This is an optimization exercise on Yosys and OpenROAD, whose aim is small area, not a production implementation.
RTL that was checked went through simulation tests only; none was proved equivalent to the original.
The RTL of run 1 was laid out without a check of its function.
Power figures rest on the tool's default switching activity, not on a simulated workload.

`flow/config.mk`:
```
export PLATFORM = sky130hd
export DESIGN_NAME = iolu_framer
export DESIGN_NICKNAME = iolu_framer
export VERILOG_FILES = /design/flow/design.v
export SDC_FILE = /design/flow/constraint.sdc
export NUM_CORES = 4
export LEC_CHECK = 0
export CAP_MARGIN = 20
export CORE_MARGIN = 2
export CORE_UTILIZATION = 40
export SLEW_MARGIN = 20
export BUFFER_PORTS_ARGS = -buffer_cell sky130_fd_sc_hd__buf_1
export CTS_ARGS = -sink_clustering_enable -repair_clock_nets -dont_use_dummy_load -buf_list {sky130_fd_sc_hd__clkbuf_4 sky130_fd_sc_hd__clkbuf_8}
```
`flow/constraint.sdc`:
```
create_clock -name core_clock -period 14.0 [get_ports {clk}]
set_input_delay 2.8000 -clock core_clock [delete_from_list [all_inputs] [get_ports {clk}]]
set_output_delay 2.8000 -clock core_clock [all_outputs]
set_load 0.01 [all_outputs]
```
`flow/design.v`:
```
module iolu_framer (
    input  wire        clk,
    input  wire        rst,
    input  wire [1:0]  cfg_bitrate,
    input  wire [7:0]  cfg_preop_pdout,
    input  wire [7:0]  cfg_preop_od,
    input  wire [7:0]  cfg_preop_pdin,
    input  wire [7:0]  cfg_op_pdout,
    input  wire [7:0]  cfg_op_od,
    input  wire [7:0]  cfg_op_pdin,
    input  wire        cmd_valid,
    input  wire [11:0] cmd,
    input  wire [63:0] cmd_ts,
    input  wire [63:0] cmd_te,
    output wire        oct_v,
    output wire        oct_dev,
    output wire [9:0]  oct_idx,
    output wire        msg_v,
    output wire        msg_kind,
    output wire [63:0] msg_t_start,
    output wire [63:0] msg_t_end,
    output wire        msg_valid,
    output wire [5:0]  msg_chk_calc,
    output wire [7:0]  msg_mc,
    output wire [7:0]  msg_ck,
    output wire [7:0]  msg_pd_len,
    output wire [7:0]  msg_od_len,
    output wire        drop,
    output wire        fatal,
    output wire [1:0]  fatal_stage,
    output wire [3:0]  fatal_code,
    output wire [15:0] fatal_info
);
    localparam [1:0] ST_MASTER = 2'b00;
    localparam [1:0] ST_DRD    = 2'b01;
    localparam [1:0] ST_DEVICE = 2'b10;
    localparam [1:0] ST_IDLE   = 2'b11;
    function [5:0] compress;
        input [7:0] x;
        begin
            compress[5] = x[7] ^ x[5] ^ x[3] ^ x[1];
            compress[4] = x[6] ^ x[4] ^ x[2] ^ x[0];
            compress[3] = x[7] ^ x[6];
            compress[2] = x[5] ^ x[4];
            compress[1] = x[3] ^ x[2];
            compress[0] = x[1] ^ x[0];
        end
    endfunction
    reg  [1:0]  st;
    reg         le_v;        
    reg  [63:0] le;          
    reg  [63:0] t0;          
    reg  [8:0]  idx;         
    reg  [7:0]  mc;          
    reg  [7:0]  ck;          
    reg  [5:0]  cs;          
    reg  [7:0]  pdl, odl;    
    reg         ov, dr;
    reg         ft, fs;
    wire [3:0] op  = cmd[11:8];
    wire [7:0] arg = cmd[7:0];
    reg illegal;
    always @(*) begin
        case (op)
            4'h0, 4'h2, 4'h3, 4'h5: illegal = (arg != 8'h00);
            4'h1:                   illegal = 1'b0;
            4'h4:                   illegal = (arg[7:2] != 6'd0);
            default:                illegal = 1'b1;
        endcase
    end
    wire [64:0] lt, bw;
    wire [63:0] gap;            
    assign lt[0] = 1'b0;
    assign bw[0] = 1'b0;
    genvar gi;
    generate
        for (gi = 0; gi < 64; gi = gi + 1) begin : g_chain
            assign lt[gi+1] = (cmd_te[gi] ^ cmd_ts[gi]) ? cmd_ts[gi] : lt[gi];
            assign bw[gi+1] = (cmd_ts[gi] ^ le[gi])     ? le[gi]     : bw[gi];
            assign gap[gi]  = cmd_ts[gi] ^ le[gi] ^ bw[gi];
        end
    endgenerate
    wire ts_lt_le = bw[64];
    reg [11:0] lim;
    always @(*) begin
        case ({st, cfg_bitrate})
            {ST_MASTER, 2'd1}: lim = 12'd208;
            {ST_MASTER, 2'd2}: lim = 12'd26;
            {ST_DRD,    2'd1}: lim = 12'd2080;
            {ST_DRD,    2'd2}: lim = 12'd260;
            {ST_DEVICE, 2'd1}: lim = 12'd624;
            {ST_DEVICE, 2'd2}: lim = 12'd78;
            {ST_MASTER, 2'd0}, {ST_MASTER, 2'd3}: lim = 12'd4;
            {ST_DRD,    2'd0}, {ST_DRD,    2'd3}: lim = 12'd40;
            default:           lim = 12'd12;
        endcase
    end
    wire err_bitrate = (cfg_bitrate == 2'd0);
    wire err_order1  = lt[64];
    wire err_order2  = le_v & ts_lt_le;
    wire restart     = (st != ST_IDLE) & ((|gap[63:12]) | (gap[11:0] > lim));
    wire       first_n  = st[0];             
    wire       is_dev_n = st[1] ^ st[0];     
    wire [8:0] nidx_n   = first_n ? 9'd0 : idx + 9'd1;
    wire       at_ckt_n = (st == ST_MASTER) & (idx == 9'd0);
    wire [1:0] mode = at_ckt_n ? arg[7:6] : ck[7:6];
    function [7:0] len_p;
        input [1:0] m;
        case (m)
            2'd1:    len_p = cfg_preop_pdout;
            2'd2:    len_p = cfg_op_pdout;
            default: len_p = 8'd0;
        endcase
    endfunction
    function [7:0] len_x;
        input [1:0] m;
        case (m)
            2'd0:    len_x = 8'd1;
            2'd1:    len_x = cfg_preop_od;
            2'd2:    len_x = cfg_op_od;
            default: len_x = 8'd0;
        endcase
    endfunction
    function [7:0] len_q;
        input [1:0] m;
        case (m)
            2'd1:    len_q = cfg_preop_pdin;
            2'd2:    len_q = cfg_op_pdin;
            default: len_q = 8'd0;
        endcase
    endfunction
    wire [7:0] a_len  = is_dev_n ? len_q(mode) : len_p(mode);
    wire [7:0] o_len  = (mc[7] == is_dev_n) ? len_x(mode) : 8'd0;
    wire [8:0] target = {1'b0, a_len} + {1'b0, o_len} + {8'd0, ~is_dev_n};
    wire       done_n = (nidx_n == target);
    wire       chk_n  = at_ckt_n | (is_dev_n & done_n);
    wire       done     = done_n & ~restart;
    wire       err_mseq = at_ckt_n & ~restart & (arg[7:6] == 2'd3);
    wire       new_fr   = first_n | restart;
    wire       mask_chk = chk_n & ~restart;
    wire [5:0] ncs      = (new_fr ? compress(8'h52) : cs) ^
                          compress({arg[7:6], mask_chk ? 6'd0 : arg[5:0]});
    wire oct_err = err_bitrate | err_order1 | err_order2 | err_mseq;
    wire [1:0] oct_info = err_bitrate ? 2'd0 : err_order1 ? 2'd1 :
                          err_order2  ? 2'd2 : 2'd3;
    wire live   = cmd_valid & ~ft;
    wire is_oct = (op == 4'h1);
    wire take   = live & is_oct & ~oct_err;
    always @(posedge clk) begin
        pdl <= a_len;
        odl <= o_len;
    end
    always @(posedge clk) begin
        ov <= 1'b0;
        dr <= 1'b0;
        if (rst || (cmd_valid && cmd == 12'h500)) begin
            st   <= ST_IDLE;
            le_v <= 1'b0;
            ft   <= 1'b0;
            fs   <= 1'b0;
        end else if (live) begin
            if (illegal) begin
                ft <= 1'b1;
                fs <= 1'b0;
            end else if (cmd == 12'h200) begin
                st   <= ST_IDLE;
                le_v <= 1'b0;
            end else if (is_oct) begin
                if (oct_err) begin
                    ft <= 1'b1;
                    fs <= 1'b1;
                end else begin
                    ov   <= 1'b1;
                    dr   <= restart;
                    st   <= restart ? ST_MASTER : {is_dev_n, done_n};
                    le_v <= 1'b1;
                end
            end
        end
    end
    wire fr_en  = live & is_oct;
    wire ill_en = live & illegal;
    always @(posedge clk) begin
        if (fr_en) begin
            le  <= cmd_te;
            idx <= oct_err ? {7'd0, oct_info} : restart ? 9'd0 : nidx_n;
            cs  <= ncs;
            if (first_n || restart)
                t0 <= cmd_ts;
        end
        if ((fr_en && (st == ST_IDLE || restart)) || ill_en)
            mc <= arg;
        if (fr_en && chk_n && !restart)
            ck <= arg;
        else if (ill_en)
            ck[3:0] <= op;
    end
    assign oct_v        = ov;
    assign oct_dev      = st[1];
    assign oct_idx      = {1'b0, idx};
    assign msg_v        = ov & st[0];
    assign msg_kind     = st[1];
    assign msg_t_start  = t0;
    assign msg_t_end    = le;
    assign msg_chk_calc = cs;
    assign msg_valid    = (cs == ck[5:0]);
    assign msg_mc       = mc;
    assign msg_ck       = ck;
    assign msg_pd_len   = pdl;
    assign msg_od_len   = odl;
    assign drop         = dr;
    assign fatal        = ft;
    assign fatal_stage  = {1'b0, fs};
    assign fatal_code   = fs ? {~(idx[1] & idx[0]), 1'b0, 1'b1, ~(idx[1] ^ idx[0])}
                             : {ft, ft, 2'b00};
    wire [11:0] fi = fs ? {10'd0, idx[1:0]} : {ck[3:0], mc};
    assign fatal_info   = {4'd0, fi & {12{ft}}};
endmodule
```
`flow/flow/run.sh`:
```
#!/bin/bash
# The standard ORFS layout (standard.sh) with three changes:
#  - synthesis maps the logic with an area-oriented ABC script (three rounds
#    of choice computation and area-oriented mapping) in place of ORFS's
#    speed script, and leaves adders to ABC instead of mapping them to
#    adder cells first; everything else in synthesis, including the
#    flip-flop mapping, is ORFS's own;
#  - the port buffers are made from the smallest buffer;
#  - clock tree synthesis uses small clock buffers and adds no dummy loads.
set -e
cat >> config.mk <<'CFG'
export BUFFER_PORTS_ARGS = -buffer_cell sky130_fd_sc_hd__buf_1
export CTS_ARGS = -sink_clustering_enable -repair_clock_nets -dont_use_dummy_load -buf_list {sky130_fd_sc_hd__clkbuf_4 sky130_fd_sc_hd__clkbuf_8}
CFG
# ORFS's scripts with only abc_speed.script replaced, for synthesis only
rm -rf synth_scripts
cp -r "$FLOW_HOME/scripts" synth_scripts
cp flow/abc_area3.script synth_scripts/abc_speed.script
bash standard.sh SCRIPTS_DIR="$PWD/synth_scripts" ADDER_MAP_FILE= synth > synth.log 2>&1
bash standard.sh > standard.log 2>&1
```
`flow/flow/abc_area3.script`:
```
strash
&get -n
&st
&dch -f
&nf -a -R 1000
&st
&dch -f
&nf -a -R 1000
&st
&dch -f
&nf -a -R 1000
&put
topo
```
`flow/standard.sh`:
```
#!/bin/bash
# synth_recipe.tcl (not shown) runs the flow's synth.tcl, then flattens the netlist and writes it again
# the make line also repeats each setting of config.mk as NAME=value (left out here)
make -C /OpenROAD-flow-scripts/flow DESIGN_CONFIG=/design/flow/config.mk WORK_HOME=/design/flow/orfs CLKGATE_MAP_FILE= SYNTH_SCRIPT=/design/flow/synth_recipe.tcl "${@:-finish}"
```
==> flow_summary.toml, run 1 <==
[outcome]
status = "complete, but fails checks"
failed_checks = "negative setup slack"

[timing]
setup_viol_count_final = 106
fin_crit_sh = 1.368
tns_ns = -538.67
fmax_mhz = 52.23
period_minus_slack_ns = 19.15
rsz0062_at_grt = "true"
hold_viol_final = 0
layout_setup_ws_ns = -5.148
worst_slew_pin_slew_ns = 0.9174
relSlewSlack = 0.3840
report.final.slew_viol_count = 0
finClkSkew_ns = 0.04432

[route]
detail_route.vias_per_cell = 5.839
wl_per_cell_microns = 23.68
drtIter0Drc = 2013
wirelength_mm = 49.37
ant_nets = 0
firstDrtPassIters = 10
drc = 0
vias = 12175

[power_and_ir_drop]
clockPowerShare = 0.240
p_sw_uw = 350.2
p_int_uw = 864.6
seqPwrFrac = 0.499
p_leak_nw = 6.047
p_sw_frac = 0.2883
combPwrFrac = 0.261
vdd_drop_max_mv = 0.04164
p_per_area_nw_per_um2 = 76.83

[finish]
drive_gt1_frac = 0.3233
area_delta_synth_final_pct = 61.89
layout_common_cells = "424 x buf_4, 389 x buf_1, 159 x edfxtp_1, 93 x clkinv_1, 72 x xnor2_1"
nets = 1952
stdcell_area_sq_um = 15810
final.fill_count = 1802
final_core_util = 0.6540
final_common_cell = "buf_4"

[placed_design]
place_ws_ns = -4.091
numPortBuffers = 391
dp_hpwl_mm = 22.91
place.gp.congestion = 0.8514
dpl_cell_area_sq_um = 12450

[global_route]
grt_usage = 0.3108
antenna_found_initial = 6
grt_pass1_vias = 11003
grt_max_degree = 81
gr-total-overflow = 0
grt_pass1_wl_mm = 61.71

[setup_path]
rr_worst_depth = 121
r2r_slack_ns = -3.20
crit_slowest_cell = "or4_1"
critPathLaunchType = "input pin"
r2r_end = "t0[60]$_DFFE_PP_"
worstSetupPathType = "in2reg"
cp_max_fo = 9
startpoint = "cmd_ts[1]"
cp.required_ns = 14.19
slowest_delay_ns = 0.53
cpMostUsedCell = "buf_4"
arrival_ns = 19.34
r2r_start = "le[1]$_DFFE_PP_"
end_kind = "flop"

[hold_path]
min_path_cells = 1
min_from = "le_v$_SDFFE_PP0P_"
hold_class = "reg2reg"
holdPathEnd = "le_v$_SDFFE_PP0P_"

[synthesis]
ys_seq_elements = 182
syn_area_sq_um = 9767
synth_top_flop_cell = "edfxtp_1"
syn_avg_cell_area_sq_um = 10.69
ys_types = 51
synth_area_leaders = "edfxtp_1 49%, xnor2_1 6.5%, dfxtp_1 4.7%"
yosysWarnings = 1
yosysTopAreaCell = "edfxtp_1"
synth_enable_flop_cells = 159
ys_seq_area_frac = 0.5360
syn_inst = 914
synth_top_area_share = 0.4889
async_reset_ff_frac = 0

[floorplanning]
rows = 57
die_w_microns = 160.3
pin_count = 398
start_util = 0.4040
die_y_microns = 160.3
core_area_sq_um = 24180
die_area_sq_um = 25680

[cts]
cts_buffer_depth = 2
insertion_delay_ns = 0.47
path_clk_slew_ns = 0.09
h-tree-depth = 4
clock-root-buffer = "clkbuf_8"
cts_inserted_buffers = 17
cts_tree = "done"
cts_sinks = 182

[run]
maxCapViolCount = 0
power groups by stage:
stage	clock, mW	sequential [mW]	combinational [mW]
finish	0.291	0.606	0.318
global route	0.312	0.607	0.330
CTS	0.288	0.605	0.248
detailed placement	0	0.617	0.175
global placement	0	0.617	0.172
floorplan	0	0.620	0.0902
state kept, by name (all words and copies together), names as in the netlist, 6 cells and up:
signal / flops
t0: 64
ck: 8
cs: 6
odl: 8
idx: 9
mc: 8
pdl: 8
le: 64
layout make-up:
class | instances | area (sq um) | area share
Inverter | 95 | 362.8 | 0.02295
Antenna cell | 4 | 10.01 | 0.0006331
Clock buffer | 17 | 234.0 | 0.01480
Tap cell | 324 | 405.4 | 0.02564
Sequential cell | 182 | 5235 | 0.3311
Multi-Input combinational cell | 633 | 4612 | 0.2917
Timing Repair Buffer | 830 | 4952 | 0.3132
repair_timing:
item,in CTS,in global routing
gates resized for setup,15,107
cloned,0,7
pin swaps,15,76
setup buffers,292,54
hold buffers,0,0
endpoints found under the setup margin,106,106
synthesized netlist by cell type (4+ instances only):
cell,instances
dfxtp_1,23
nor3_1,18
o21ai_0,35
a21oi_1,54
nor2_1,73
nor2b_1,14
or2_0,12
nand4_1,7
or3_1,6
o22ai_1,21
xnor2_1,73
o211ai_1,4
a21o_1,15
nor4_1,6
o221ai_1,10
nand2b_1,12
and2_0,18
nand2_1,55
xor2_1,46
nand3_1,11
a22oi_1,27
clkinv_1,95
edfxtp_1,159
buf_4,9
o21a_1,10
a221oi_1,20
maj3_1,27
a21boi_0,6
and3_1,10
per-stage QoR:
step                      power [mW]  std cells  hold WS [ns]
final                          1.215       2085        0.5051
after global routing           1.249       2082        0.5199
after CTS                      1.141       2031        0.5056
after detailed placement      0.7916       1722        0.4814
after global placement        0.7893       1722        0.4840
after floorplan               0.7104        919        0.4409
how the worst max path moves through the flow:
stage | slack (ns) | cells past startpoint | end
2_1_floorplan | -3.48 | 108 | t0[0]$_DFFE_PP_
3_3_place_gp | -3.54 | 111 | ck[3]$_DFFE_PP_
3_5_place_dp | -4.09 | 112 | ck[3]$_DFFE_PP_
4_1_cts | -3.35 | 111 | ck[0]$_DFFE_PP_
5_1_grt | -5.68 | 112 | ck[7]$_DFFE_PN_
6_report | -5.15 | 122 | t0[60]$_DFFE_PP_
per-layer routing:
metal  GRT usage  share of wire  up-vias
li1            -              -     5021
met5           0        0.00047        -
met3      0.1031           0.15      441
met1      0.3619           0.33     5538
met2      0.5199           0.44     1171
met4      0.1450          0.083        4
worst max-delay path: cells and delay by family:
kind            cells  cell delay, ns
compound gates     27            4.08
fa+ha+maj           6            1.29
buf+inv            50            5.27
simple gates       39            5.88
kinds of logic after synthesis:
logic type,count (synthesis),synth area share
AND/OR/NAND/NOR,247,0.1227
AO/OA/AOI/OAI,232,0.1610
flip-flops,182,0.5360
XOR/XNOR,119,0.1067
buffers and inverters,104,0.04343
adder cells (fa/ha/maj),27,0.02767
multiplexers,2,0.002050
other,1,0.0003840
==> inputs of run 2 (changes only) <==
--- a/flow/design.v
+++ b/flow/design.v
@@ -71,3 +71,4 @@
     wire [64:0] lt, bw;
-    wire [63:0] gap;            
+    wire [63:0] eq = ~(cmd_ts ^ le);         
+    wire [63:0] bg = ~cmd_ts & le;           
     assign lt[0] = 1'b0;
@@ -78,4 +79,3 @@
             assign lt[gi+1] = (cmd_te[gi] ^ cmd_ts[gi]) ? cmd_ts[gi] : lt[gi];
-            assign bw[gi+1] = (cmd_ts[gi] ^ le[gi])     ? le[gi]     : bw[gi];
-            assign gap[gi]  = cmd_ts[gi] ^ le[gi] ^ bw[gi];
+            assign bw[gi+1] = bg[gi] | (eq[gi] & bw[gi]);
         end
@@ -83,2 +83,4 @@
     wire ts_lt_le = bw[64];
+    wire [11:0] dL      = ~eq[11:0] ^ bw[11:0];
+    wire        hi_zero = (eq[12] ^ bw[12]) & (&(eq[63:13] ^ bg[62:12]));
     reg [11:0] lim;
@@ -100,3 +102,3 @@
     wire err_order2  = le_v & ts_lt_le;
-    wire restart     = (st != ST_IDLE) & ((|gap[63:12]) | (gap[11:0] > lim));
+    wire restart     = (st != ST_IDLE) & ~((dL <= lim) & hi_zero);
     wire       first_n  = st[0];             
--- a/flow/flow/run.sh
+++ b/flow/flow/run.sh
@@ -4,5 +4,4 @@
 #    of choice computation and area-oriented mapping) in place of ORFS's
-#    speed script, and leaves adders to ABC instead of mapping them to
-#    adder cells first; everything else in synthesis, including the
-#    flip-flop mapping, is ORFS's own;
+#    speed script; everything else in synthesis, including the flip-flop
+#    mapping, is ORFS's own;
 #  - the port buffers are made from the smallest buffer;
@@ -18,3 +17,3 @@
 cp flow/abc_area3.script synth_scripts/abc_speed.script
-bash standard.sh SCRIPTS_DIR="$PWD/synth_scripts" ADDER_MAP_FILE= synth > synth.log 2>&1
+bash standard.sh SCRIPTS_DIR="$PWD/synth_scripts" synth > synth.log 2>&1
 bash standard.sh > standard.log 2>&1
--- a/flow/config.mk
+++ b/flow/config.mk
@@ -9,3 +9,3 @@
 export CORE_MARGIN = 2
-export CORE_UTILIZATION = 40
+export CORE_UTILIZATION = 65
 export SLEW_MARGIN = 20
==> flow_summary.toml, run 2 <==
[synthesis]
syn_avg_cell_area_sq_um = 11.42
synth-xor-area-share = 0.03505
synth_compound_gate_area_share = 0.1712
synthAdderAreaFrac = 0.1319
syn_area_sq_um = 9996
synth_area_leaders = "edfxtp_1 48%, ha_1 10%, dfxtp_1 4.6%"
ys_seq_elements = 182
synth_common_cells = "159 x edfxtp_1, 102 x clkinv_1, 83 x ha_1"
yosysWarnings = 1
synth_top_area_share = 0.4777
synth_top_flop_cell = "edfxtp_1"
synth_top_family_by_area = "compound AO/OA/AOI/OAI gates"
synthSimpleGateAreaFrac = 0.09263
ys_seq_area_frac = 0.5237
yosysMostFrequentCell = "edfxtp_1"
yosysTopAreaCell = "edfxtp_1"
ys_types = 49
synth_enable_flop_cells = 159
syn_inst = 875
async_reset_ff_frac = 0
muxShareOfSynthArea = 0

[run]
maxCapViolCount = 0

[cts]
cts_hold_buf = 0
clock-root-buffer = "clkbuf_8"
cts_tree = "done"
path_clk_slew_ns = 0.09
cts_sinks = 182
cts_buffer_depth = 2
cts_resized = 0
cts_inserted_buffers = 17
h-tree-depth = 4
post-cts-setup-buffer-count = 0
insertion_delay_ns = 0.47

[power_and_ir_drop]
seqPwrFrac = 0.587
combPwrFrac = 0.150
clockPowerShare = 0.263
p_sw_uw = 261.5
p_leak_nw = 4.105
p_per_area_nw_per_um2 = 86.42
vdd_drop_max_mv = 0.08502
p_int_uw = 767.6
p_sw_frac = 0.2541

[finish]
drive_gt1_frac = 0.01639
final_common_cell = "buf_1"
area_delta_synth_final_pct = 19.13
antenna_cells = 0
nets = 1573
layout_common_cells = "391 x buf_1, 159 x edfxtp_1, 101 x clkinv_1, 83 x ha_1, 65 x nand2_1"
final_cells = 1469
final.fill_count = 1086
stdcell_area_sq_um = 11910
reg_top3 = "le: 64 flops, t0: 64 flops, idx: 9 flops"

[timing]
period_minus_slack_ns = 11.86
holdWs_ns = 0.4786
report.final.slew_viol_count = 0
fin_crit_sh = 0.8473
setup_viol_count_final = 0
relSlewSlack = 0.4156
fmax_mhz = 84.30
finClkSkew_ns = 0.02778
rsz0062_at_grt = "false"
hold_viol_final = 0
tns_ns = 0
worst_slew_pin_slew_ns = 0.8545

[setup_path]
cp.required_ns = 14.20
r2r_slack_ns = 4.23
rr_worst_depth = 57
end_kind = "flop"
worstSetupPathType = "in2reg"
r2r_end = "idx[0]$_DFFE_PP_"
critPathLaunchType = "input pin"
slowest_delay_ns = 0.39
cpMostUsedCell = "fa_1"
cp_top_family = "adder cells"
arrival_ns = 12.07
r2r_start = "le[0]$_DFFE_PP_"
critPathBufInv = 6
cp_max_fo = 8
crit_slowest_cell = "fa_1"

[floorplanning]
core_area_sq_um = 15090
start_util = 0.6624
pin_count = 398
die_area_sq_um = 16390
die_y_microns = 128.0
rows = 45
die_w_microns = 128.0

[placed_design]
placed_cells = 1452
numPortBuffers = 391
place.gp.congestion = 0.9601
dp_hpwl_mm = 23.18
dpl_cell_area_sq_um = 11670

[global_route]
gr-total-overflow = 0
grt_pass1_wl_mm = 43.07
antenna_found_initial = 1
grt_usage = 0.3442
grt_max_degree = 65
grt_pass1_vias = 8590

[route]
firstDrtPassIters = 7
detail_route.vias_per_cell = 6.145
wirelength_mm = 28.88
drtIter0Drc = 825
ant_nets = 0
wl_per_cell_microns = 19.66
drc = 0
vias = 9027

[hold_path]
holdPathEnd = "le_v$_SDFFE_PP0P_"
hold_class = "reg2reg"
min_path_cells = 2
min_from = "le_v$_SDFFE_PP0P_"

[outcome]
status = "no timing/DRC/antenna violations"
run 2: changes by cell type in the layout (fill, tap and decap cells not counted), sizes merged, moves of 13 or more:
cell    before  now
buf        826  393
xnor2       73   29
ha           0   83
a222oi       2   15
and2        18    1
o22a         0   13
maj3        27    0
nor2        73   46
a21oi       54   41
fa           0   14
xor2        46   11
run 2: metal layers:
metal / part of all wire / vias to the layer above / track usage
li1: - / 4143 / -
met5: 0.00045 / - / 0
met1: 0.36 / 4244 / 0.3861
met3: 0.077 / 100 / 0.06970
met2: 0.51 / 538 / 0.6128
met4: 0.050 / 2 / 0.1939
run 2: layout make-up:
| type | instances | area, sq um | area share |
|---|---|---|---|
| multi-input combinational | 587 | 4337 | 0.3642 |
| inverter | 102 | 384.1 | 0.03226 |
| tap | 188 | 235.2 | 0.01975 |
| clock buffer | 17 | 234.0 | 0.01965 |
| timing repair buffer | 393 | 1483 | 0.1245 |
| sequential | 182 | 5235 | 0.4396 |
run 2: how the worst max path moves through the flow:
stage	from	to	slack [ns]	depth (start not counted)
after floorplan	cmd_ts[0]	t0[0]$_DFFE_PP_	2.60	25
after global placement	cmd_ts[0]	idx[0]$_DFFE_PP_	2.01	59
after detailed placement	cmd_ts[0]	idx[0]$_DFFE_PP_	1.76	59
after CTS	cmd_ts[0]	idx[0]$_DFFE_PP_	2.22	59
after global routing	cmd_ts[0]	idx[0]$_DFFE_PP_	1.44	59
final	cmd_ts[0]	idx[0]$_DFFE_PP_	2.14	59
run 2: stage by stage:
stage               utilization  total power [mW]  setup slack, ns
floorplan                     -            0.7043            2.599
global placement         0.7736            0.7614            2.012
detailed placement       0.7736            0.7664            1.761
CTS                      0.7891             1.027            2.218
global route             0.7891             1.062            1.440
finish                   0.7891             1.029            2.138
run 2: cells by family (layout without fill, tap and decap cells):
| kind of cell | count (synthesis) | in the layout |
|---|---|---|
| xor gates and xnor gates | 40 | 40 |
| adders and majority gates | 97 | 97 |
| DFF | 182 | 182 |
| buffers and inverters | 111 | 512 |
| and+or+nand+nor | 196 | 196 |
| other | 1 | 6 |
| AOI/OAI and AO/OA | 248 | 248 |
run 2: worst min-delay path: stages, from the launching register on:
cell	delay [ns]
dfxtp_1	0.32
nand2b_1	0.06
a21oi_1	0.06
run 2: power by group through the flow:
stage	sequential [mW]	clock [mW]	combinational, mW
global route	0.605	0.288	0.169
floorplan	0.619	0	0.0850
CTS	0.604	0.271	0.152
global placement	0.616	0	0.146
finish	0.604	0.271	0.154
detailed placement	0.616	0	0.150
==> inputs of run 3 (changes only) <==
--- a/flow/config.mk
+++ b/flow/config.mk
@@ -9,3 +9,3 @@
 export CORE_MARGIN = 2
-export CORE_UTILIZATION = 65
+export CORE_UTILIZATION = 40
 export SLEW_MARGIN = 20
==> flow_summary.toml, run 3 <==
[route]
firstDrtPassIters = 5
vias = 8749
dr.max_layer_used = "met4"
wl_met2_mm = 15.89
wl_per_cell_microns = 19.90
drtIter0Drc = 619
route.met3.wl_mm = 2.288
ant_nets = 0
met1Wirelength_mm = 13.10
detail_route.vias_per_cell = 5.448
wirelength_mm = 31.96
drc = 0

[cts]
clock-root-buffer = "clkbuf_8"
cts_inserted_buffers = 17
cts_sinks = 182
insertion_delay_ns = 0.47
cts_resized = 0
path_clk_slew_ns = 0.07
cts_tree = "done"
h-tree-depth = 4
cts_buffer_depth = 2
cts_hold_buf = 0
post-cts-setup-buffer-count = 0

[global_route]
grt_max_degree = 81
antenna_found_initial = 1
gr-total-overflow = 0
grt_pass1_vias = 8651
grt_usage = 0.2354
grt_pass1_wl_mm = 47.49

[finish]
area_delta_synth_final_pct = 20.85
final_cells = 1606
final_common_cell = "buf_1"
drive_gt1_frac = 0.01639
layout_common_cells = "391 x buf_1, 159 x edfxtp_1, 101 x clkinv_1, 83 x ha_1, 65 x nand2_1"
final_core_util = 0.4938
nets = 1573
reg_top3 = "le: 64 flops, t0: 64 flops, idx: 9 flops"

[synthesis]
yosysMostFrequentCell = "edfxtp_1"
ys_seq_elements = 182
ys_seq_area_frac = 0.5237
synth_compound_gate_area_share = 0.1712
synth_common_cells = "159 x edfxtp_1, 102 x clkinv_1, 83 x ha_1"
synth_area_leaders = "edfxtp_1 48%, ha_1 10%, dfxtp_1 4.6%"
syn_inst = 875
synthAdderAreaFrac = 0.1319
async_reset_ff_frac = 0
synthSimpleGateAreaFrac = 0.09263
syn_avg_cell_area_sq_um = 11.42
yosysWarnings = 1
synth_top_flop_cell = "edfxtp_1"
synth_top_area_share = 0.4777
synth-xor-area-share = 0.03505
yosysTopAreaCell = "edfxtp_1"
synth_enable_flop_cells = 159
syn_area_sq_um = 9996
synth_top_family_by_area = "compound AO/OA/AOI/OAI gates"
muxShareOfSynthArea = 0
ys_types = 49

[floorplanning]
die_y_microns = 162.1
die_area_sq_um = 26270
rows = 57
core_area_sq_um = 24460
start_util = 0.4086
die_w_microns = 162.1
pin_count = 398

[outcome]
status = "no timing/DRC/antenna violations"

[placed_design]
placed_cells = 1588
numPortBuffers = 391
place.gp.congestion = 0.8843
dp_hpwl_mm = 26.16

[timing]
hold_viol_final = 0
rsz0062_at_grt = "false"
tns_ns = 0
holdWs_ns = 0.5087
period_minus_slack_ns = 11.83
finClkSkew_ns = 0.04492
worst_slew_pin_slew_ns = 1.139
fin_crit_sh = 0.8453
setup_viol_count_final = 0
report.final.slew_viol_count = 0
relSlewSlack = 0.2408
fmax_mhz = 84.50

[setup_path]
cpMostUsedCell = "fa_1"
r2r_slack_ns = 4.29
startpoint = "cmd_ts[0]"
end_kind = "flop"
slowest_delay_ns = 0.39
crit_end = "idx[0]$_DFFE_PP_"
r2r_end = "idx[0]$_DFFE_PP_"
cp_max_fo = 8
worstSetupPathType = "in2reg"
cp.required_ns = 14.16
critPathLaunchType = "input pin"
r2r_start = "le[0]$_DFFE_PP_"
crit_slowest_cell = "fa_1"
rr_worst_depth = 57
arrival_ns = 12.00

[hold_path]
hold_class = "reg2reg"

[power_and_ir_drop]
p_per_area_nw_per_um2 = 85.82
p_leak_nw = 4.105
vdd_drop_max_mv = 0.04548

[run]
maxCapViolCount = 0
[run 3: changes by cell type in the layout (fill, tap and decap cells not counted)]
| cell | before | now |
|---|---|---|
| diode_2 | 0 | 1 |
[run 3: cells by family after synthesis]
family	Yosys count
AO/OA/AOI/OAI	248
AND/OR/NAND/NOR	196
flip-flops	182
buffers and inverters	111
adder cells (fa/ha/maj)	97
XOR/XNOR	40
other	1
[run 3: cell type report]
cell class	count	area, sq um
clock buffer	17	234.0
tap	324	405.4
inverter	102	384.1
sequential	182	5235
timing repair buffer	393	1483
antenna	1	2.502
fill	2370	12380
multi-input combinational	587	4337
[run 3: worst min-delay path by stage]
| stage | from | end | slack [ns] | cells past startpoint |
|---|---|---|---|---|
| CTS | le_v$_SDFFE_PP0P_ | le_v$_SDFFE_PP0P_ | 0.51 | 2 |
| floorplan | le_v$_SDFFE_PP0P_ | le_v$_SDFFE_PP0P_ | 0.45 | 2 |
| global placement | le_v$_SDFFE_PP0P_ | le_v$_SDFFE_PP0P_ | 0.48 | 2 |
| finish | le_v$_SDFFE_PP0P_ | le_v$_SDFFE_PP0P_ | 0.51 | 2 |
| global route | le_v$_SDFFE_PP0P_ | le_v$_SDFFE_PP0P_ | 0.52 | 2 |
| detailed placement | le_v$_SDFFE_PP0P_ | le_v$_SDFFE_PP0P_ | 0.50 | 2 |
[run 3: power by group]
group	leakage, nW	switching (mW)	internal [mW]
registers	1.63	0.00548	0.599
clock network	0.122	0.170	0.108
logic	2.35	0.0935	0.0613
total	4.11	0.269	0.768
[run 3: metal layers]
metal  global-route usage  up-vias
li1                     -     4152
met1               0.2864     4133
met2               0.4166      418
met3              0.05363       46
met4              0.07080        0
met5                    0        -
[run 3: per-stage QoR]
stage,setup slack [ns],area [sq um],power [mW]
after global placement,1.898,11840,0.7677
final,2.166,12080,1.037
after floorplan,2.599,10010,0.7043
after global routing,1.356,12080,1.080
after CTS,2.138,12080,1.046
after detailed placement,1.675,11840,0.7696
[run 3: worst max-delay path, delay by kind of cell]
family / cells / cell delay [ns]
adders and majority gates: 13 / 4.08
and+or+nand+nor: 12 / 1.20
AOI/OAI and AO/OA: 28 / 3.51
buffers and inverters: 6 / 0.42

==> re-timing with driven ports <==
In the flow no input, the clock included, has a driving cell. The finished layouts below were timed again as built, in two steps. Step 1 sets driving cells, clkbuf_16 on the clock port and buf_2 on the other inputs (assumed; they add their load-dependent delay and slew). Step 2 times the ports against the registers' clock, not the clock port: input delays grow and output delays shrink by t, the midpoint of the rising clock arrivals with the driver on. Three values: ideal ports, drivers, drivers and shift; two values: the first two.
| run | t (ns) | setup slack, ns | worst register clock-pin slew, ns | worst slew at a driven data input, ns |
|---|---|---|---|---|
| run 1 | 0.490 | -5.148 / -5.169 / -5.659 | 0.12 / 0.12 | 0.19 |
| run 2 | 0.502 | 2.138 / 2.159 / 1.658 | 0.10 / 0.10 | 0.07 |
| run 3 | 0.486 | 2.166 / 2.185 / 1.699 | 0.11 / 0.11 | 0.10 |
The setup slack of run 1, which loses most, moves by -0.021 ns with the drivers and by -0.511 ns with both steps.
